Background: an optimization exercise with open tools, aiming at small area, a short achievable clock period and few clock cycles per item. Do not read the settings as production practice.
The RTL was checked by simulation tests, not by an equivalence proof against the original design.
Power is estimated from default activity; no workload was simulated.

==> design.v <==
module qrc_fxp (
    input  wire        clk,
    input  wire        rst,
    input  wire        in_valid,
    output wire        in_ready,
    input  wire [2:0]  in_op,
    input  wire [7:0]  in_fb,
    input  wire [15:0] in_raw,
    input  wire [63:0] in_val,
    input  wire [31:0] in_meas,
    input  wire [4:0]  in_capdac,
    output reg         out_valid,
    input  wire        out_ready,
    output wire [1:0]  out_status,
    output wire [15:0] out_rdata,
    output wire [63:0] out_rval
);
    wire op_dec_s = (in_op == 3'd0);
    wire op_dec_u = (in_op == 3'd2);
    wire op_meas  = (in_op == 3'd4);
    wire op_dec   = op_dec_s || op_dec_u || op_meas;
    wire op_enc   = (in_op == 3'd1) || (in_op == 3'd3);
    reg [9:0] cap25;
    always @* begin
        case (in_capdac)
            5'd0:  cap25 = 10'd0;    5'd1:  cap25 = 10'd25;
            5'd2:  cap25 = 10'd50;   5'd3:  cap25 = 10'd75;
            5'd4:  cap25 = 10'd100;  5'd5:  cap25 = 10'd125;
            5'd6:  cap25 = 10'd150;  5'd7:  cap25 = 10'd175;
            5'd8:  cap25 = 10'd200;  5'd9:  cap25 = 10'd225;
            5'd10: cap25 = 10'd250;  5'd11: cap25 = 10'd275;
            5'd12: cap25 = 10'd300;  5'd13: cap25 = 10'd325;
            5'd14: cap25 = 10'd350;  5'd15: cap25 = 10'd375;
            5'd16: cap25 = 10'd400;  5'd17: cap25 = 10'd425;
            5'd18: cap25 = 10'd450;  5'd19: cap25 = 10'd475;
            5'd20: cap25 = 10'd500;  5'd21: cap25 = 10'd525;
            5'd22: cap25 = 10'd550;  5'd23: cap25 = 10'd575;
            5'd24: cap25 = 10'd600;  5'd25: cap25 = 10'd625;
            5'd26: cap25 = 10'd650;  5'd27: cap25 = 10'd675;
            5'd28: cap25 = 10'd700;  5'd29: cap25 = 10'd725;
            5'd30: cap25 = 10'd750;  default: cap25 = 10'd775;
        endcase
    end
    wire [10:0] meas_hi = {{3{in_meas[31]}}, in_meas[31:24]} + {1'b0, cap25};
    reg [26:0] dw;
    always @* begin
        dw = {meas_hi, in_meas[23:8]};
        if (op_dec_s) dw = {{11{in_raw[15]}}, in_raw};
        if (op_dec_u) dw = {11'd0, in_raw};
    end
    wire [7:0] dw_scale = op_meas ? 8'd19 : in_fb;
    wire [11:0] ev_s  = {1'b0, in_val[62:52]} + {4'd0, in_fb} + 12'd1;
    wire [6:0]  ev_k  = ev_s[6:0];
    wire        ev_ok = (in_val[62:52] != 11'd0) && (in_val[62:52] != 11'h7FF)
                      && (ev_s[11:7] == 5'b01000) && (ev_k <= 7'd67);
    wire [94:0] ev_f  = {15'd0, 1'b1, in_val[51:0], 27'd0};
    reg  [30:0] ev_win;
    always @* begin
        case (ev_k[6:4])
            3'd0:    ev_win = ev_f[94:64];
            3'd1:    ev_win = ev_f[78:48];
            3'd2:    ev_win = ev_f[62:32];
            3'd3:    ev_win = ev_f[46:16];
            3'd4:    ev_win = ev_f[30:0];
            default: ev_win = 31'd0;
        endcase
    end
    reg  v1;
    wire en2 = !out_valid || out_ready;
    wire en1 = !v1 || en2;
    assign in_ready = out_ready;
    always @(posedge clk) begin
        if (rst) begin
            v1        <= 1'b0;
            out_valid <= 1'b0;
        end else begin
            if (en1) v1 <= in_valid && out_ready;
            if (en2) out_valid <= v1;
        end
    end
    reg        s_dec, s_enc;
    reg [30:0] s_data;    
    reg [7:0]  s_aux;     
    always @(posedge clk) begin
        if (en1) begin
            s_dec  <= op_dec;
            s_enc  <= op_enc;
            s_data <= op_enc ? ev_win : {4'd0, dw};
            s_aux  <= op_enc ? {2'd0, ev_ok, in_val[63], ev_k[3:0]} : dw_scale;
        end
    end
    wire        d_sign = s_data[26];
    wire [25:0] d_mag  = d_sign ? -s_data[25:0] : s_data[25:0];
    reg [4:0] lead;
    integer i;
    always @* begin
        lead = 5'd0;
        for (i = 0; i < 26; i = i + 1)
            if (d_mag[i]) lead = i[4:0];
    end
    wire        d_nz   = |s_data[26:0];
    wire [25:0] d_norm = d_mag << (5'd25 - lead);
    wire [10:0] d_exp  = {3'b011, ~s_aux} + {6'd0, lead};
    wire [30:0] e_sh = s_data << s_aux[3:0];
    wire [15:0] e_q  = s_aux[4] ? -e_sh[30:15] : e_sh[30:15];
    reg        o_rsv, o_dec, o_enc;
    reg        o_sign;
    reg [10:0] o_exp;
    reg [8:0]  o_mhi;
    reg [15:0] o_low;     
    always @(posedge clk) begin
        if (en2) begin
            o_rsv  <= !s_dec && !s_enc;
            o_dec  <= s_dec;
            o_enc  <= s_enc && s_aux[5];
            o_sign <= s_dec && d_sign;
            o_exp  <= (s_dec && d_nz) ? d_exp : 11'd0;
            o_mhi  <= s_dec ? d_norm[24:16] : 9'd0;
            o_low  <= s_dec ? d_norm[15:0] : e_q;
        end
    end
    assign out_rval   = {o_sign, o_exp, o_mhi, o_dec ? o_low : 16'd0, 27'd0};
    assign out_rdata  = o_enc ? o_low : 16'd0;
    assign out_status = {o_rsv, 1'b0};
endmodule
==> flow/run.sh <==
#!/bin/bash
# Standard layout, with plain buf_1 cells as the port buffers (ORFS picks a
# delay cell by default). Every ORFS step still writes its own log under
# orfs/logs; make's own output goes to flow_make.log.
set -euo pipefail
export BUFFER_PORTS_ARGS="-buffer_cell sky130_fd_sc_hd__buf_1"
bash standard.sh finish > flow_make.log 2>&1
==> standard.sh <==
#!/bin/bash
# synth_recipe.tcl (not shown) runs the flow's synth.tcl, then flattens the netlist and writes it again
# the make line also repeats each setting of config.mk as NAME=value (left out here)
make -C /OpenROAD-flow-scripts/flow DESIGN_CONFIG=/design/flow/config.mk WORK_HOME=/design/flow/orfs CLKGATE_MAP_FILE= SYNTH_SCRIPT=/design/flow/synth_recipe.tcl "${@:-finish}"
==> config.mk <==
export PLATFORM = sky130hd
export DESIGN_NAME = qrc_fxp
export DESIGN_NICKNAME = qrc_fxp
export VERILOG_FILES = /design/flow/design.v
export SDC_FILE = /design/flow/constraint.sdc
export NUM_CORES = 4
export LEC_CHECK = 0
export ABC_AREA = 1
export CAP_MARGIN = 20
export CORE_MARGIN = 2
export CORE_UTILIZATION = 40
export SETUP_SLACK_MARGIN = 5
export SLEW_MARGIN = 20
==> constraint.sdc <==
create_clock -name core_clock -period 9.0 [get_ports {clk}]
set_input_delay 1.8000 -clock core_clock [delete_from_list [all_inputs] [get_ports {clk}]]
set_output_delay 1.8000 -clock core_clock [all_outputs]
set_load 0.01 [all_outputs]
==> results of run 1 <==
cells by family after synthesis:
| logic type | Yosys count | share of synthesized area [%] |
|---|---|---|
| fa+ha+maj | 35 | 4.98 |
| buf+inv | 286 | 13.6 |
| other cells | 1 | 0.0406 |
| mux | 4 | 0.433 |
| flops | 83 | 26.7 |
| simple gates | 678 | 31.4 |
| compound gates | 303 | 19.3 |
| xor+xnor | 33 | 3.57 |
critical path, stage by stage:
cell,delay (ns)
buf_8,0.09
inv_12,0.03
ha_4,0.16
fa_2,0.33
nand3b_1,0.16
and2_4,0.16
nor2_4,0.11
o21ai_2,0.08
nand2_2,0.13
xor2_4,0.28
nor2_4,0.08
inv_4,0.11
nor2_4,0.07
buf_12,0.15
a22o_1,0.19
a21oi_2,0.15
o22ai_2,0.09
repair_timing:
item,CTS,global route
pin swaps,26,59
resized for setup,90,171
cloned,7,6
setup endpoints to repair,66,63
setup buffers,65,37
state kept, by name, summed over array words and instances, names as in the netlist:
name,count
s_enc,1
o_low,16
o_enc,1
out_valid,1
o_mhi,9
o_dec,1
s_data,31
v1,1
o_rsv,1
o_sign,1
s_dec,1
o_exp,11
s_aux,8
synth_stat cells (3+ instances only):
master and instances:
a21oi_1 80, a221oi_1 10, a22o_1 6, a22oi_1 31, buf_1 3, buf_2 14
buf_4 35, buf_6 4, clkbuf_1 39, clkinv_1 5, edfxtp_1 81, fa_1 3
ha_1 32, inv_1 174, inv_2 11, mux2i_1 4, nand2_1 409, nand2_2 3
nand2_4 3, nand3_1 136, nand3b_1 5, nand4_1 7, nor2_1 80, nor2_2 5
nor3_1 10, nor4_1 3, o211ai_1 4, o21ai_0 115, o21ai_1 13, o21ai_2 3
o21bai_1 3, o221ai_1 6, o22ai_1 17, o31ai_1 3, or2_2 8, xnor2_1 6
xor2_1 23, xor2_2 3
worst paths after layout:
path,slack (ns),depth (start not counted),to,from
setup / recovery,4.89,17,s_data[20],in_val[52]
hold / removal,0.47,2,out_valid,v1
setup reg to reg,4.93,30,o_low[15],s_data[1]
hold reg to reg,0.47,2,out_valid,v1
per-stage QoR:
| stage | setup slack, ns | instances | hold slack (ns) | power [uW] | util (%) |
|---|---|---|---|---|---|
| 6_report | 4.89 | 1957 | 0.465 | 3020 | 54.5 |
| 5_1_grt | 4.64 | 1957 | 0.493 | 3240 | 54.5 |
| 4_1_cts | 4.96 | 1913 | 0.469 | 2690 | 49.9 |
| 3_3_place_gp | 3.75 | 1825 | 0.455 | 2050 | 44.3 |
| 3_5_place_dp | 3.79 | 1825 | 0.459 | 2060 | 44.3 |
| 2_1_floorplan | 4.90 | 1450 | 0.425 | 1730 | - |
per-layer routing:
metal  vias up  GRT usage (%)  share of wire (%)
met2       454           39.3                 47
met5         -              0                  0
met3        90           3.81                6.8
met1      4737           31.4                 42
met4         0           12.1                4.4
li1       5174              -                  -
power breakdown:
group	leakage (uW)	internal, uW	switching (uW)
registers	0.000922	543	66.5
clock network	0.000138	217	164
logic	0.00461	781	1250
layout make-up:
class | count | area, sq um | area share [%]
multi-input combinational | 1085 | 6620 | 53.6
sequential | 83 | 2470 | 20.0
tap | 285 | 357 | 2.89
timing repair inverter | 7 | 50.0 | 0.405
inverter | 191 | 801 | 6.48
timing repair buffer | 290 | 1740 | 14.1
clock inverter | 7 | 76.3 | 0.618
clock buffer | 9 | 225 | 1.82
==> summary.md, run 1 <==
| Metric | Value |
|---|---|
| Crit path DAT | `around 4.2 ns` |
| Detail Route Antenna Nets | `0` |
| Most frequent cells in the layout | `nand2_1, buf_1, inv_1, nand3_1, o21ai_0` |
| Synth Cell Area | `between 9000 and 10000 sq um` |
| GRT Total Usage | `about a quarter` |
| Vias in the first global route | `between 9k and 10k` |
| Maximum Capacitance Violations | `0` |
| Clock buffer depth | `2` |
| Avg Cell Area, Syn | `about 6.5 sq um` |
| GR Overflow Total | `0` |
| Diodes inserted | `0` |
| Vias | `10.5k` |
| Die area | `24300 sq um` |
| CP Launch Type | `input pin` |
| Initial antenna violation count | `0` |
| Area leader, netlist | `edfxtp_1` |
| Setup violators final | `0` |
| Initial Util | `40.8%` |
| Clock transition at path regs | `0.07 ns` |
| TritonCTS clock tree | `done` |
| Area added between synthesis and finish | `33.6%` |
| EDFF count, synth | `81` |
| Max-slew headroom | `about 38%` |
| DRC | `0` |
| Setup TNS | `0 ns` |
| #FFs+latches synth | `83` |
| Filler cells | `~2.2k` |
| RD Place Congestion | `roughly 0.89` |
| Library cells used by synthesis | `58` |
| Die span in y | `between 150 and 200 um` |
| Port buffer count | `roughly 180` |
| Top cells by area, synth | `edfxtp_1, nand2_1, nand3_1` |
| Die X | `between 150 and 200 um` |
| Top cell type's share of synthesized area | `between 20% and 30%` |
| Worst min path class | `register to register` |
| Mapped Cells | `roughly 1.4k` |
| Peak VDD IR | `about 0.00012 V` |
| DR vias/cell | `approximately 5.3` |
| Final clock period utilization by the worst path | `45.7%` |
| Nets | `about 1.8k` |
| WP data required | `between 9 and 10 ns` |
| P per Cell Area | `~240 nW/um^2` |
| Placed Area | `approximately 10000 sq um` |
| Tightest Pin Transition | `approximately 0.93 ns` |
| H-tree Lvls | `3` |
| Clk latency of the worst-skew pair | `0.36 ns` |
| Register area share after synthesis | `between 20% and 30%` |
| FP Rows | `55` |
| Drt pass-1 iters | `5` |
| Critical path peak fanout | `8` |
| Ys Warns | `1` |
| Main synth FF type | `edfxtp_1` |
| Largest net degree at the start of global routing | `53` |
| Status | `timing/DRC/antenna clean` |
| Fin. max-slew vios | `0` |
| CTS sink cnt | `83` |
| Fin area | `12300 sq um` |
| Hold Vio Cnt, Final | `0` |
| FFs w/ async S/R, synth | `0%` |
| Commonest non-fill, non-tap cell in the layout | `nand2_1` |
| Detailed Route WL | `around 30 mm` |
| Fmax | `approximately 0.24 GHz` |
| Final Skew | `between 0.01 and 0.015 ns` |
| Crit end category | `register` |
| Min Tclk post-route | `between 4 and 5 ns` |
| CORE AREA | `roughly 23000 sq um` |
| Share of cells above drive strength 1 | `a little over a fifth` |
| Wire length per cell | `~16 um` |
| CTS Hold Bufs | `0` |
| Unrepaired setup endpoints after global routing | `yes` |
| First-pass GRT wire length | `between 40 and 50 mm` |
| Total CTS buffers | `9` |
| Setup Crit Path Kind | `input pin to register` |
| Root Buffer | `clkbuf_16` |
| I/O pin cnt | `about 220` |
| Leakage power | `around 0.0057 uW` |
| 1st-iter DRT viols | `~830` |
| Hpwl dp | `21.9 mm` |
Testbench counts, summed over its fixed seeds: cycles 12,016, items 12,000.
==> inputs of run 2 (changes only) <==
--- a/config.mk
+++ b/config.mk
@@ -13 +13,2 @@
 export SLEW_MARGIN = 20
+export TNS_END_PERCENT = 0
==> run 2 against run 1 <==
  * Wire length shrank 2.0%
  * Sequential share of layout area grew 1.3 points
  * Via count shrank 1.2%
  * Sequential power is essentially flat
  * Core utilization shrank 3.3 points
  * Setup slack lost 0.097 ns
  * Synthesized cell count is the same
  * Critical path depth grew 10
  * Worst hold slack lost 0.0033 ns
  * Final cell count shrank 0.87%
==> summary.md, run 2 <==
| Metric | Value |
|---|---|
| Status | `timing/DRC/antenna clean (unchanged)` |
| Cells after DPL | `1825 (unchanged)` |
| Vias | `10.3k (was 10.5k)` |
| Hold Vio Cnt, Final | `0 (unchanged)` |
| Nets | `1817 (was 1834)` |
| Min Tclk post-route | `4.21 ns (was 4.11 ns)` |
| Most numerous cell in the Yosys netlist | `nand2_1 (unchanged)` |
| CTS sink cnt | `83 (unchanged)` |
| I/O pin cnt | `216 (unchanged)` |
| Vias in the first global route | `9478 (was 9222)` |
| WP data required | `9.12 ns (was 9.06 ns)` |
| Net Sw Power | `1370 uW (was 1480 uW)` |
| CTS Hold Bufs | `0 (unchanged)` |
| Grt met3 use | `3.08% (was 3.81%)` |
| FP Rows | `55 (unchanged)` |
| Die span in y | `156 um (unchanged)` |
| Root Buffer | `clkbuf_16 (unchanged)` |
| Internal power | `1430 uW (was 1540 uW)` |
| Crit-path leading delay family | `compound AO/OA/AOI/OAI gates (was simple AND/OR/NAND/NOR gates)` |
| Initial antenna violation count | `0 (unchanged)` |
| Max-slew headroom | `37.4% (was 37.8%)` |
| Most frequent cells in the layout | `nand2_1, buf_1, inv_1, nand3_1, o21ai_0 (unchanged)` |
| Library cells used by synthesis | `58 (unchanged)` |
| CORE AREA | `22600 sq um (unchanged)` |
| Commonest non-fill, non-tap cell in the layout | `nand2_1 (unchanged)` |
| Leakage power | `0.00546 uW (was 0.00567 uW)` |
| Seq pwr share | `21.8% (was 20.2%)` |
| Die X | `156 um (unchanged)` |
| Pre-CTS setup slack | `3.71 ns (was 3.79 ns)` |
| Clock network power share | `13.8% (was 12.6%)` |
| 1st-iter DRT viols | `691 (was 825)` |
| Busiest metal layer after global routing | `met2 (unchanged)` |
| Top cells by area, synth | `edfxtp_1, nand2_1, nand3_1 (unchanged)` |
| Most used cell, CP | `inv_2 (was nor2_4)` |
| Setup Crit Path Kind | `register to register (was input pin to register)` |
| Detail Route Antenna Nets | `0 (unchanged)` |
| Fin. max-slew vios | `0 (unchanged)` |
| Met2 usage | `41.6% (was 39.3%)` |
| Largest regs | `s_data (31), o_low (16), o_exp (11) (unchanged)` |
| FFs w/ async S/R, synth | `0% (unchanged)` |
| Setup TNS | `0 ns (unchanged)` |
| DR vias/cell | `5.33 (was 5.34)` |
| #FFs+latches synth | `83 (unchanged)` |
| Max stage delay cell, worst path | `edfxtp_1 (was fa_2)` |
| Critical path peak fanout | `3 (was 8)` |
| Crit path DAT | `4.33 ns (was 4.17 ns)` |
| GR Overflow Total | `0 (unchanged)` |
| Tightest Pin Transition | `0.935 ns (was 0.930 ns)` |
| DRC | `0 (unchanged)` |
| Final clock period utilization by the worst path | `46.7% (was 45.7%)` |
| Area leader, netlist | `edfxtp_1 (unchanged)` |
| Top cell type's share of synthesized area | `26.3% (unchanged)` |
| Diodes inserted | `0 (unchanged)` |
| Setup violators final | `0 (unchanged)` |
| Switching part of the total power | `48.9% (about the same)` |
| First-pass GRT wire length | `47.3 mm (was 46.5 mm)` |
| Largest net degree at the start of global routing | `53 (unchanged)` |
| TritonCTS clock tree | `done (unchanged)` |
| Worst Setup Slack, final | `4.79 ns (was 4.89 ns)` |
| Ys Warns | `1 (unchanged)` |
| Die area | `24300 sq um (unchanged)` |
| Synth cell count leaders | `nand2_1, inv_1, nand3_1, o21ai_0, edfxtp_1 (unchanged)` |
| Largest register FFs | `31 (unchanged)` |
| Fmax | `0.238 GHz (was 0.243 GHz)` |
| Port buffer count | `179 (unchanged)` |
| Highest cell delay on the worst timing path | `0.45 ns (was 0.33 ns)` |
| P per Cell Area | `241 nW/um^2 (was 244 nW/um^2)` |
| Comb power frac | `64.4% (was 67.2%)` |
| H-tree Lvls | `3 (unchanged)` |
| GRT Total Usage | `24.6% (was 24.2%)` |
| Main synth FF type | `edfxtp_1 (unchanged)` |
| Crit end category | `register (unchanged)` |
| Total CTS buffers | `9 (unchanged)` |
| Largest Register | `s_data (unchanged)` |
| Share of cells above drive strength 1 | `15.4% (was 21.7%)` |
| Wire length per cell | `15.6 um (was 15.8 um)` |
| Detailed Route WL | `30.3 mm (was 30.9 mm)` |
| Final std cells w/o fill | `1940 (was 1957)` |
| Mapped Cells | `1423 (unchanged)` |
| Buffers & Inverters on Critical Path | `10 (was 4)` |
| Hpwl dp | `22.1 mm (was 21.9 mm)` |
| RD Place Congestion | `0.903 (was 0.887)` |
| Area added between synthesis and finish | `25.6% (was 33.6%)` |
| Clock transition at path regs | `0.07 ns (about the same)` |
| Avg Cell Area, Syn | `6.50 sq um (unchanged)` |
| Clock buffer depth | `2 (unchanged)` |
| CP Launch Type | `register (was input pin)` |
| Clk latency of the worst-skew pair | `0.36 ns (about the same)` |
| EDFF count, synth | `81 (unchanged)` |
| Maximum Capacitance Violations | `0 (unchanged)` |
| Initial Util | `40.8% (unchanged)` |
| Worst min path class | `register to register (unchanged)` |
| Drt pass-1 iters | `7 (was 5)` |
| Synth Cell Area | `9250 sq um (unchanged)` |
| Met1 Resource Use GR | `31.8% (was 31.4%)` |
| Unrepaired setup endpoints after global routing | `yes (unchanged)` |
| Total power | `2800 uW (was 3020 uW)` |
| Register area share after synthesis | `26.7% (unchanged)` |
| Final Skew | `0.0100 ns (was 0.0136 ns)` |
| Peak VDD IR | `0.000105 V (was 0.000115 V)` |
==> run 2: cell counts after synthesis <==
Identical to the previous run, type by type.
==> run 2: cell type report <==
| class | instances | area [sq um] |
|---|---|---|
| flip-flops and latches | 83 | 2470 |
| inverters | 191 | 764 |
| repair inverters | 3 | 26.3 |
| fillers | 2300 | 11000 |
| clock buffers | 10 | 239 |
| repair buffers | 277 | 1510 |
| multi-input cells | 1085 | 6160 |
| clock inverters | 6 | 72.6 |
| well taps | 285 | 357 |
==> run 2: power groups by stage <==
stage	registers (uW)	clock network [uW]	logic [uW]
global route	624	408	1990
detailed placement	625	0	1430
finish	609	386	1800
CTS	611	395	1700
floorplan	602	0	1120
global placement	624	0	1420
==> run 2: metrics by stage <==
step                area, sq um  hold WS (ns)  util [%]
finish                    11600         0.462      51.3
global route              11600         0.482      51.3
CTS                       11300         0.468      50.1
detailed placement        10000         0.460      44.2
global placement          10000         0.447      44.2
floorplan                  9490         0.425         -
==> run 2: kinds of logic (layout without fill, tap and decap cells) <==
| group | after synthesis | in the layout | synth area share [%] |
|---|---|---|---|
| buf+inv | 286 | 487 | 13.6 |
| simple gates | 678 | 682 | 31.4 |
| other cells | 1 | 28 | 0.0406 |
| fa+ha+maj | 35 | 35 | 4.98 |
| mux | 4 | 4 | 0.433 |
| xor+xnor | 33 | 33 | 3.57 |
| flops | 83 | 83 | 26.7 |
| compound gates | 303 | 303 | 19.3 |
==> run 2: timing repair <==
action                                  CTS  global route
gates cloned                              8             1
setup buffers                            74            15
pin swaps                                40            31
gates resized for setup                  84            27
endpoints found under the setup margin   66            67
==> run 2: layer usage <==
layer	routed length (um)	part of all wire, %	up-vias
met5	0	0	-
met2	14300	47	426
li1	-	-	5142
met4	1230	4.1	0
met3	1800	5.9	80
met1	13000	43	4684
==> run 2: path summary, 6_finish.rpt <==
kind,start,endpoint,slack (ns),cells after the start
setup / recovery,s_data[1],o_exp[9],4.79,27
hold / removal,v1,out_valid,0.46,2
setup reg to reg,s_data[1],o_exp[9],4.79,27
hold reg to reg,v1,out_valid,0.46,2
==> run 2: worst min-delay path, stage by stage (launching register included) <==
cell     delay [ns]
dfxtp_1        0.32
inv_1          0.05
a21oi_1        0.05
==> inputs of run 3 (changes only) <==
==> run.sh (new file) <==
#!/bin/bash
# synth_recipe.tcl (not shown) runs the flow's synth.tcl, then flattens the netlist and writes it again
# the make line also repeats each setting of config.mk as NAME=value (left out here)
make -C /OpenROAD-flow-scripts/flow DESIGN_CONFIG=/design/flow/config.mk WORK_HOME=/design/flow/orfs CLKGATE_MAP_FILE= SYNTH_SCRIPT=/design/flow/synth_recipe.tcl finish
--- a/config.mk
+++ b/config.mk
@@ -13,2 +13 @@
 export SLEW_MARGIN = 20
-export TNS_END_PERCENT = 0
removed: flow/run.sh
removed: standard.sh
==> run 3 against run 2 <==
  * Fmax is 0.90% higher
  * Die area stayed put
  * Combinational power rose by about 40%
  * Global-route usage up 1.6 points
==> summary.md, run 3 <==
| Metric | Value |
|---|---|
| Status | `timing/DRC/antenna clean (unchanged)` |
| Synth Cell Area | `9250 sq um (unchanged)` |
| Register area share after synthesis | `26.7% (unchanged)` |
| Library cells used by synthesis | `58 (unchanged)` |
| P per Cell Area | `245 nW/um^2 (was 241 nW/um^2)` |
| Switching part of the total power | `47.8% (was 48.9%)` |
| Drt pass-1 iters | `6 (was 7)` |
| Filler cells | `1968 (was 2300)` |
| RD Place Congestion | `0.909 (was 0.903)` |
| Register area | `2470 sq um (unchanged)` |
| CTS sink cnt | `83 (unchanged)` |
| Setup violators final | `0 (unchanged)` |
| Fin. max-slew vios | `0 (unchanged)` |
| First-pass GRT wire length | `50.5 mm (was 47.3 mm)` |
| Setup Crit Path Kind | `register to register (unchanged)` |
| Ys Warns | `1 (unchanged)` |
| EDFF count, synth | `81 (unchanged)` |
| Final Skew | `0.0185 ns (was 0.0100 ns)` |
| Maximum Capacitance Violations | `0 (unchanged)` |
| R2R Path End | `o_mhi[0] (was o_exp[9])` |
| Avg Cell Area, Syn | `6.50 sq um (unchanged)` |
| Die X | `156 um (unchanged)` |
| Total CTS buffers | `9 (unchanged)` |
| Clock buffer depth | `2 (unchanged)` |
| #FFs+latches synth | `83 (unchanged)` |
| Commonest non-fill, non-tap cell in the layout | `nand2_1 (unchanged)` |
| WP data required | `9.11 ns (was 9.12 ns)` |
| Detailed Route WL | `34.5 mm (was 30.3 mm)` |
| Most numerous cell in the Yosys netlist | `nand2_1 (unchanged)` |
| Seq pwr share | `17.3% (was 21.8%)` |
| Max stage delay cell, worst path | `edfxtp_1 (unchanged)` |
| Die area | `24300 sq um (unchanged)` |
| Peak VDD IR | `0.000146 V (was 0.000105 V)` |
| Most used cell, CP | `nand2_1 (was inv_2)` |
| Detail Route Antenna Nets | `0 (unchanged)` |
| Hold path start | `v1 (unchanged)` |
| Crit path DAT | `4.28 ns (was 4.33 ns)` |
| FP Rows | `55 (unchanged)` |
| Clock network power share | `11.1% (was 13.8%)` |
| 1st-iter DRT viols | `849 (was 691)` |
| I/O pin cnt | `216 (unchanged)` |
| Max-slew headroom | `35.6% (was 37.4%)` |
| Largest regs | `s_data (31), o_low (16), o_exp (11) (unchanged)` |
| Crit end category | `register (unchanged)` |
| CP startpoint | `s_data[3] (was s_data[1])` |
| Fin util | `63.3% (was 51.3%)` |
| Diodes inserted | `0 (unchanged)` |
| CORE AREA | `22600 sq um (unchanged)` |
| Share of cells above drive strength 1 | `29.0% (was 15.4%)` |
| Hold EP | `out_valid (unchanged)` |
| Hold depth | `2 (unchanged)` |
| Flop2flop setup slack | `4.83 ns (was 4.79 ns)` |
| Top cell type's share of synthesized area | `26.3% (unchanged)` |
| Hpwl dp | `23.6 mm (was 22.1 mm)` |
| Synth cell count leaders | `nand2_1, inv_1, nand3_1, o21ai_0, edfxtp_1 (unchanged)` |
| Mapped Cells | `1423 (unchanged)` |
| Tightest Pin Transition | `0.965 ns (was 0.935 ns)` |
| Initial antenna violation count | `1 (was 0)` |
| Clock transition at path regs | `0.07 ns (about the same)` |
| Unrepaired setup endpoints after global routing | `yes (unchanged)` |
| Highest cell delay on the worst timing path | `0.44 ns (was 0.45 ns)` |
| R2r worst-path depth | `30 (was 27)` |
| Setup TNS | `0 ns (unchanged)` |
| Area leader, netlist | `edfxtp_1 (unchanged)` |
| Largest register FFs | `31 (unchanged)` |
| Final clock period utilization by the worst path | `46.3% (was 46.7%)` |
| FFs w/ async S/R, synth | `0% (unchanged)` |
| Area added between synthesis and finish | `55.1% (was 25.6%)` |
| CP Launch Type | `register (unchanged)` |
| Top cells by area, synth | `edfxtp_1, nand2_1, nand3_1 (unchanged)` |
| Multi-input logic area | `7120 sq um (was 6160 sq um)` |
| Largest net degree at the start of global routing | `53 (unchanged)` |
| GR Overflow Total | `0 (unchanged)` |
| Nets | `1871 (was 1817)` |
| Leakage power | `0.00654 uW (was 0.00546 uW)` |
| DRC | `0 (unchanged)` |
| Net Sw Power | `1680 uW (was 1370 uW)` |
| Hold Vio Cnt, Final | `0 (unchanged)` |
| GRT Total Usage | `26.2% (was 24.6%)` |
| Die span in y | `156 um (unchanged)` |
| Root Buffer | `clkbuf_16 (unchanged)` |
| Most frequent cells in the layout | `nand2_1, clkdlybuf4s50_1, inv_1, buf_4, nand3_1 (was nand2_1, buf_1, inv_1, nand3_1, o21ai_0)` |
| Clk latency of the worst-skew pair | `0.36 ns (about the same)` |
| Reg2Reg Launch Point | `s_data[3] (was s_data[1])` |
| Fin area | `14300 sq um (was 11600 sq um)` |
| CTS Hold Bufs | `0 (unchanged)` |
| Vias in the first global route | `9928 (was 9478)` |
| Fmax | `0.240 GHz (was 0.238 GHz)` |
| Initial Util | `40.8% (unchanged)` |
| Main synth FF type | `edfxtp_1 (unchanged)` |
| H-tree Lvls | `3 (unchanged)` |
| Min Tclk post-route | `4.17 ns (was 4.21 ns)` |
| Worst min path class | `register to register (unchanged)` |
| Vias | `10.8k (was 10.3k)` |
| Placed Area | `11200 sq um (was 10000 sq um)` |
| Critical path peak fanout | `8 (was 3)` |
| DR vias/cell | `5.40 (was 5.33)` |
| Wire length per cell | `17.3 um (was 15.6 um)` |
| Largest Register | `s_data (unchanged)` |
| Comb power frac | `71.7% (was 64.4%)` |
| Internal power | `1830 uW (was 1430 uW)` |
| TritonCTS clock tree | `done (unchanged)` |
| Port buffer count | `179 (unchanged)` |
==> run 3: cell count changes in the layout (fill, tap and decap cells not counted), moves of 17 or more <==
cell / delta
buf_1: -175
clkdlybuf4s50_1: +160
nand2_1: -43
nand3_1: -37
nand3_2: +32
buf_6: +31
nand2_2: +31
a21oi_1: -21
buf_4: +18
a21oi_2: +17
==> run 3: area by class of cell <==
class,count,share of cell area [%]
inverter,191,5.77
clock inverter,6,0.489
clock buffer,10,1.67
timing repair buffer,331,22.4
tap,285,2.49
sequential,83,17.2
multi-input combinational,1084,49.7
timing repair inverter,4,0.227
==> run 3: logic make-up after synthesis <==
kind of cell	after synthesis	share of synthesized area (%)
multiplexers	4	0.433
buffers and inverters	286	13.6
other	1	0.0406
AND/OR/NAND/NOR	678	31.4
XOR/XNOR	33	3.57
flip-flops	83	26.7
adder cells (fa/ha/maj)	35	4.98
AO/OA/AOI/OAI	303	19.3
==> run 3: what timing repair did <==
| item | in CTS | in global routing |
|---|---|---|
| gates cloned | 5 | 5 |
| endpoints found under the setup margin | 68 | 65 |
| pin swaps | 43 | 113 |
| gates resized for setup | 143 | 313 |
| setup buffers | 80 | 61 |
==> run 3: worst max-delay path: cells and delay by family (launching register included) <==
family,cells,cell delay (ns)
AO/OA/AOI/OAI,3,0.41
adder cells (fa/ha/maj),1,0.36
buffers and inverters,10,1.19
flip-flops,1,0.44
AND/OR/NAND/NOR,16,1.52
==> run 3: worst max-delay path by stage <==
stage,end,cells after the start
6_report,o_mhi[0],30
5_1_grt,o_mhi[0],30
4_1_cts,s_data[20],16
3_5_place_dp,s_data[3],13
3_3_place_gp,s_data[3],13
2_1_floorplan,s_data[15],15
==> run 3: routing by layer <==
layer	track usage, %	share of wire, %	vias to the layer above
met4	12.1	4.0	0
met1	33.4	42	4962
met3	4.81	6.9	92
met5	0	0	-
li1	-	-	5259
met2	43.1	47	451
==> run 3: through the flow <==
stage                     power (uW)  worst slack (ns)  std cells  hold slack (ns)
after detailed placement        2180              3.32       1826            0.451
after CTS                       2840              4.98       1927            0.463
final                           3510              4.83       1994            0.463
after global placement          2170              3.37       1826            0.450
after floorplan                 1730              4.90       1450            0.425
after global routing            3740              4.61       1994            0.494
==> run 3: power groups by stage <==
stage | logic, uW | clock network, uW | registers (uW)
floorplan | 1120 | 0 | 602
global placement | 1550 | 0 | 622
detailed placement | 1550 | 0 | 624
CTS | 1840 | 396 | 610
global route | 2700 | 414 | 619
finish | 2520 | 388 | 606
==> inputs of run 4 (changes only) <==
--- a/design.v
+++ b/design.v
@@ -52,17 +52,21 @@
     wire [11:0] ev_s  = {1'b0, in_val[62:52]} + {4'd0, in_fb} + 12'd1;
-    wire [6:0]  ev_k  = ev_s[6:0];
     wire        ev_ok = (in_val[62:52] != 11'd0) && (in_val[62:52] != 11'h7FF)
-                      && (ev_s[11:7] == 5'b01000) && (ev_k <= 7'd67);
-    wire [94:0] ev_f  = {15'd0, 1'b1, in_val[51:0], 27'd0};
-    reg  [30:0] ev_win;
+                      && (ev_s[11:7] == 5'b01000) && (ev_s[6:0] <= 7'd67);
+    wire [4:0]  ev_lo = {1'b0, in_val[55:52]} + {1'b0, in_fb[3:0]} + 5'd1;
+    wire [3:0]  ev_kl = ev_lo[3:0];
+    wire [2:0]  ev_kh0 = in_val[58:56] + in_fb[6:4];
+    wire [110:0] ev_f = {15'd0, 1'b1, in_val[51:0], 43'd0};
+    reg  [46:0] ev_wx;
     always @* begin
-        case (ev_k[6:4])
-            3'd0:    ev_win = ev_f[94:64];
-            3'd1:    ev_win = ev_f[78:48];
-            3'd2:    ev_win = ev_f[62:32];
-            3'd3:    ev_win = ev_f[46:16];
-            3'd4:    ev_win = ev_f[30:0];
-            default: ev_win = 31'd0;
+        case (ev_kh0)
+            3'd0:    ev_wx = ev_f[110:64];
+            3'd1:    ev_wx = ev_f[94:48];
+            3'd2:    ev_wx = ev_f[78:32];
+            3'd3:    ev_wx = ev_f[62:16];
+            3'd4:    ev_wx = ev_f[46:0];
+            3'd7:    ev_wx = {16'd0, ev_f[110:80]};    
+            default: ev_wx = 47'd0;
         endcase
     end
+    wire [30:0] ev_win = ev_lo[4] ? ev_wx[30:0] : ev_wx[46:16];
     reg  v1;
@@ -88,3 +92,3 @@
             s_data <= op_enc ? ev_win : {4'd0, dw};
-            s_aux  <= op_enc ? {2'd0, ev_ok, in_val[63], ev_k[3:0]} : dw_scale;
+            s_aux  <= op_enc ? {2'd0, ev_ok, in_val[63], ev_kl} : dw_scale;
         end
@@ -92,13 +96,24 @@
     wire        d_sign = s_data[26];
-    wire [25:0] d_mag  = d_sign ? -s_data[25:0] : s_data[25:0];
-    reg [4:0] lead;
+    wire [25:0] d_low;    
+    assign d_low[0] = 1'b0;
+    genvar g;
+    generate
+        for (g = 1; g < 26; g = g + 1) begin : g_low
+            assign d_low[g] = |s_data[g-1:0];
+        end
+    endgenerate
+    wire [25:0] d_mag = s_data[25:0] ^ ({26{d_sign}} & d_low);
+    wire [25:0] z = s_data[25:0] ^ {26{d_sign}};
+    reg [4:0] lsd;
     integer i;
     always @* begin
-        lead = 5'd0;
+        lsd = 5'd0;
         for (i = 0; i < 26; i = i + 1)
-            if (d_mag[i]) lead = i[4:0];
+            if (z[i]) lsd = i[4:0];
     end
+    wire        z_run = &(~z[25:1] | z[24:0]);
+    wire        corr  = d_sign && z[0] && z_run;
     wire        d_nz   = |s_data[26:0];
-    wire [25:0] d_norm = d_mag << (5'd25 - lead);
-    wire [10:0] d_exp  = {3'b011, ~s_aux} + {6'd0, lead};
+    wire [31:0] d_norm = {6'd0, d_mag} << ~lsd;
+    wire [10:0] d_exp  = {3'b011, ~s_aux} + {6'd0, lsd} + {10'd0, corr};
     wire [30:0] e_sh = s_data << s_aux[3:0];
@@ -117,4 +132,4 @@
             o_exp  <= (s_dec && d_nz) ? d_exp : 11'd0;
-            o_mhi  <= s_dec ? d_norm[24:16] : 9'd0;
-            o_low  <= s_dec ? d_norm[15:0] : e_q;
+            o_mhi  <= s_dec ? d_norm[30:22] : 9'd0;
+            o_low  <= s_dec ? d_norm[21:6] : e_q;
         end
==> flow/run.sh (new file) <==
#!/bin/bash
# Standard layout, with plain buf_1 cells as the port buffers (ORFS picks a
# delay cell by default). Every ORFS step still writes its own log under
# orfs/logs; make's own output goes to flow_make.log.
set -euo pipefail
export BUFFER_PORTS_ARGS="-buffer_cell sky130_fd_sc_hd__buf_1"
bash standard.sh finish > flow_make.log 2>&1
==> standard.sh (new file) <==
#!/bin/bash
# synth_recipe.tcl (not shown) runs the flow's synth.tcl, then flattens the netlist and writes it again
# the make line also repeats each setting of config.mk as NAME=value (left out here)
make -C /OpenROAD-flow-scripts/flow DESIGN_CONFIG=/design/flow/config.mk WORK_HOME=/design/flow/orfs CLKGATE_MAP_FILE= SYNTH_SCRIPT=/design/flow/synth_recipe.tcl "${@:-finish}"
--- a/config.mk
+++ b/config.mk
@@ -11,3 +11,4 @@
 export CORE_UTILIZATION = 40
-export SETUP_SLACK_MARGIN = 5
+export SETUP_SLACK_MARGIN = 4.85
 export SLEW_MARGIN = 20
+export TNS_END_PERCENT = 0
removed: run.sh
==> run 4 against run 3 <==
  * Final cell count up 6.4%
  * Cell area is 18% lower
  * Still clean
  * Sequential share of layout area increased by 3.7 points
  * Synthesized cell count grew 15%
  * Flip-flop and latch count did not move
  * Critical path type is now input pin to register
  * Global-route usage shrank 1.5 points
  * Setup slack better by 0.044 ns
  * Largest cell class unchanged
==> summary.md, run 4 <==
| Metric | Value |
|---|---|
| Area leader, netlist | `edfxtp_1 (unchanged)` |
| Crit end category | `register (unchanged)` |
| Busiest metal layer after global routing | `met2 (unchanged)` |
| DR vias/cell | `5.38 (was 5.40)` |
| Net Sw Power | `1150 uW (was 1680 uW)` |
| Top cell type's share of synthesized area | `23.5% (was 26.3%)` |
| Pre-CTS setup slack | `3.99 ns (was 3.32 ns)` |
| GR Overflow Total | `0 (unchanged)` |
| Leakage power | `0.00558 uW (was 0.00654 uW)` |
| Comb power frac | `57.5% (was 71.7%)` |
| Setup violators final | `0 (unchanged)` |
| #FFs+latches synth | `83 (unchanged)` |
| Commonest non-fill, non-tap cell in the layout | `nand2_1 (unchanged)` |
| Clock transition at path regs | `0.07 ns (about the same)` |
| Unrepaired setup endpoints after global routing | `yes (unchanged)` |
| Fin. max-slew vios | `0 (unchanged)` |
| 1st-iter DRT viols | `927 (was 849)` |
| Maximum Capacitance Violations | `0 (unchanged)` |
| R2r worst-path depth | `17 (was 30)` |
| R2R Path End | `o_exp[6] (was o_mhi[0])` |
| Diodes inserted | `0 (unchanged)` |
| Switching part of the total power | `48.7% (was 47.8%)` |
| Largest Register | `s_data (unchanged)` |
| Tightest Pin Transition | `0.913 ns (was 0.965 ns)` |
| Initial Util | `40.9% (was 40.8%)` |
| Final clock period utilization by the worst path | `45.8% (was 46.3%)` |
| Synth Cell Area | `10300 sq um (was 9250 sq um)` |
| CTS Hold Bufs | `0 (unchanged)` |
| Filler cells | `2709 (was 1968)` |
| First-pass GRT wire length | `52.5 mm (was 50.5 mm)` |
| Most frequent cells in the layout | `nand2_1, inv_1, nand3_1, buf_1, o21ai_0 (was nand2_1, clkdlybuf4s50_1, inv_1, buf_4, nand3_1)` |
| Ys Warns | `1 (unchanged)` |
| Peak VDD IR | `0.000132 V (was 0.000146 V)` |
| Fmax | `0.242 GHz (was 0.240 GHz)` |
| CTS sink cnt | `83 (unchanged)` |
| Die area | `27100 sq um (was 24300 sq um)` |
| Seq pwr share | `26.1% (was 17.3%)` |
| Total CTS buffers | `9 (unchanged)` |
| Hpwl dp | `26.3 mm (was 23.6 mm)` |
| Worst Setup EP | `s_data[14] (was o_mhi[0])` |
| Detailed Route WL | `34.2 mm (was 34.5 mm)` |
| Internal power | `1210 uW (was 1830 uW)` |
| Share of cells above drive strength 1 | `7.65% (was 29.0%)` |
| Reg2Reg Launch Point | `s_data[26] (was s_data[3])` |
| Avg Cell Area, Syn | `6.29 sq um (was 6.50 sq um)` |
| Library cells used by synthesis | `62 (was 58)` |
| DRC | `0 (unchanged)` |
| Met1 Resource Use GR | `34.2% (was 33.4%)` |
| RD Place Congestion | `0.960 (was 0.909)` |
| Max-slew headroom | `38.9% (was 35.6%)` |
| Vias | `11.4k (was 10.8k)` |
| WP data required | `9.21 ns (was 9.11 ns)` |
| Synth cell count leaders | `nand2_1, inv_1, nand3_1, o21ai_0, nor2_1 (was nand2_1, inv_1, nand3_1, o21ai_0, edfxtp_1)` |
| Status | `timing/DRC/antenna clean (unchanged)` |
| Mapped Cells | `1641 (was 1423)` |
| I/O pin cnt | `216 (unchanged)` |
| TritonCTS clock tree | `done (unchanged)` |
| Largest regs | `s_data (31), o_low (16), o_exp (11) (unchanged)` |
| CP Launch Type | `input pin (was register)` |
| CP startpoint | `in_fb[4] (was s_data[3])` |
| Flop2flop setup slack | `4.95 ns (was 4.83 ns)` |
| Die span in y | `165 um (was 156 um)` |
| Main synth FF type | `edfxtp_1 (unchanged)` |
| Clock network power share | `16.4% (was 11.1%)` |
| EDFF count, synth | `81 (unchanged)` |
| Vias in the first global route | `10.1k (was 9928)` |
| Root Buffer | `clkbuf_16 (unchanged)` |
| Min Tclk post-route | `4.12 ns (was 4.17 ns)` |
| Setup Crit Path Kind | `input pin to register (was register to register)` |
| Register area share after synthesis | `23.9% (was 26.7%)` |
| Drt pass-1 iters | `7 (was 6)` |
| Clk latency of the worst-skew pair | `0.36 ns (about the same)` |
| Worst min path class | `register to register (unchanged)` |
| Wire length per cell | `16.1 um (was 17.3 um)` |
| Largest net degree at the start of global routing | `52 (was 53)` |
| P per Cell Area | `200 nW/um^2 (was 245 nW/um^2)` |
| Grt met3 use | `3.39% (was 4.81%)` |
| Die X | `165 um (was 156 um)` |
| GRT Total Usage | `24.7% (was 26.2%)` |
| Port buffer count | `179 (unchanged)` |
| FP Rows | `58 (was 55)` |
| Final Skew | `0.0135 ns (was 0.0185 ns)` |
| Worst Setup Slack, final | `4.88 ns (was 4.83 ns)` |
| H-tree Lvls | `3 (unchanged)` |
| Detail Route Antenna Nets | `0 (unchanged)` |
| Nets | `1955 (was 1871)` |
| Setup TNS | `0 ns (unchanged)` |
| FFs w/ async S/R, synth | `0% (unchanged)` |
| Met2 usage | `40.1% (was 43.1%)` |
| Crit path DAT | `4.33 ns (was 4.28 ns)` |
| Most numerous cell in the Yosys netlist | `nand2_1 (unchanged)` |
| Top cells by area, synth | `edfxtp_1, nand2_1, nand3_1 (unchanged)` |
| Critical path peak fanout | `11 (was 8)` |
| Clock buffer depth | `2 (unchanged)` |
| Largest register FFs | `31 (unchanged)` |
| Area added between synthesis and finish | `14.2% (was 55.1%)` |
| Initial antenna violation count | `0 (was 1)` |
| Hold Vio Cnt, Final | `0 (unchanged)` |
| CORE AREA | `25300 sq um (was 22600 sq um)` |
run 4: changes by cell type after synthesis, sizes merged, moves of 9 or more:
cell	delta
o22ai	+16
nand3	+65
nor2	+13
a221o	+15
a22oi	-27
o21ai	+9
o221ai	+18
nand2	+40
inv	+55
run 4: how the worst min path moves through the flow:
stage / from / to / cells past startpoint
6_report: v1 / out_valid / 2
5_1_grt: v1 / out_valid / 2
4_1_cts: v1 / out_valid / 2
3_5_place_dp: v1 / out_valid / 2
3_3_place_gp: v1 / out_valid / 2
2_1_floorplan: v1 / out_valid / 2
run 4: what timing repair did:
item / 4_1_cts / 5_1_grt
setup endpoints to repair: 30 / 43
setup buffers: 1 / 17
pin swaps: 1 / 12
cloned: 2 / 4
gates resized for setup: 15 / 49
run 4: power by group through the flow:
stage | Combinational (uW) | Sequential, uW | Clock (uW)
3_3_place_gp | 1230 | 621 | 0
6_report | 1350 | 615 | 386
5_1_grt | 1520 | 628 | 408
3_5_place_dp | 1240 | 622 | 0
4_1_cts | 1280 | 615 | 395
2_1_floorplan | 930 | 608 | 0
run 4: routing by layer:
| metal | share of wire [%] | wire (um) | vias to the layer above |
|---|---|---|---|
| met1 | 44 | 15100 | 5169 |
| met2 | 46 | 15700 | 469 |
| met3 | 7.5 | 2570 | 53 |
| li1 | - | - | 5732 |
| met5 | 0 | 0 | - |
| met4 | 2.3 | 802 | 0 |
run 4: cell families after synthesis:
kind of cell / synth area share (%)
AO/OA/AOI/OAI: 19.4
other: 0.0363
adder cells (fa/ha/maj): 4.72
XOR/XNOR: 2.62
AND/OR/NAND/NOR: 33.9
multiplexers: 0.581
flip-flops: 23.9
buffers and inverters: 14.7
run 4: per-stage QoR:
step                area (sq um)  std cells  utilization, %  hold slack [ns]  power (uW)
finish                     11800       2122            46.7            0.470        2350
global route               11800       2122            46.7            0.502        2550
CTS                        11400       2100            45.2            0.469        2290
detailed placement         11000       2081            43.6            0.452        1860
global placement           11000       2081            43.6            0.448        1850
floorplan                  10400       1668               -            0.424        1540
run 4: cell type report:
cell class / instances / area [sq um] / area share (%)
multi-input cells: 1233 / 6610 / 56.0
flip-flops and latches: 83 / 2470 / 21.0
inverters: 245 / 957 / 8.12
clock inverters: 6 / 68.8 / 0.584
repair inverters: 1 / 5.00 / 0.0424
well taps: 330 / 413 / 3.50
repair buffers: 214 / 1030 / 8.75
clock buffers: 10 / 239 / 2.03
run 4: worst max-delay path: stages:
cell	delay (ns)
buf_1	0.09
ha_1	0.23
fa_1	0.55
nand2_1	0.13
nor2_2	0.54
inv_1	0.32
o22ai_1	0.20
o21ai_0	0.09
a21oi_1	0.21
a221o_1	0.18
Testbench counts of run 4, summed over its fixed seeds: cycles 12,016, items 12,000.

[re-timing with driven ports]
No port has a modelled driver above. Below, the same layouts with a new extraction and two added sets of constraints. Step 1 sets driving cells, clkbuf_16 on the clock port and buf_2 on the other inputs (assumed; they add their load-dependent delay and slew). Step 2, shift: input delay + t, output delay - t, t = (earliest + latest rising clock arrival at the registers) / 2. This alone moves slack from input paths to output paths. Slacks: ideal ports / drivers / drivers and shift; pairs: ideal ports / drivers.
run	t, ns	setup slack, ns	clock arrival spread, ns	slew at the worst register clock pin (ns)	pins driven straight from the clock port
run 1	0.402	4.891 / 4.873 / 4.471	0.014 / 0.014	0.07 / 0.07	1
run 2	0.398	4.794 / 4.794 / 4.524	0.010 / 0.010	0.07 / 0.07	1
run 3	0.397	4.831 / 4.831 / 4.475	0.019 / 0.018	0.07 / 0.07	1
run 4	0.400	4.876 / 4.901 / 4.502	0.013 / 0.013	0.07 / 0.07	1
After both steps setup and hold are still met in every run listed. For run 1, which loses most, drivers alone change the setup slack by -0.018 ns; drivers and shift together by -0.420 ns.
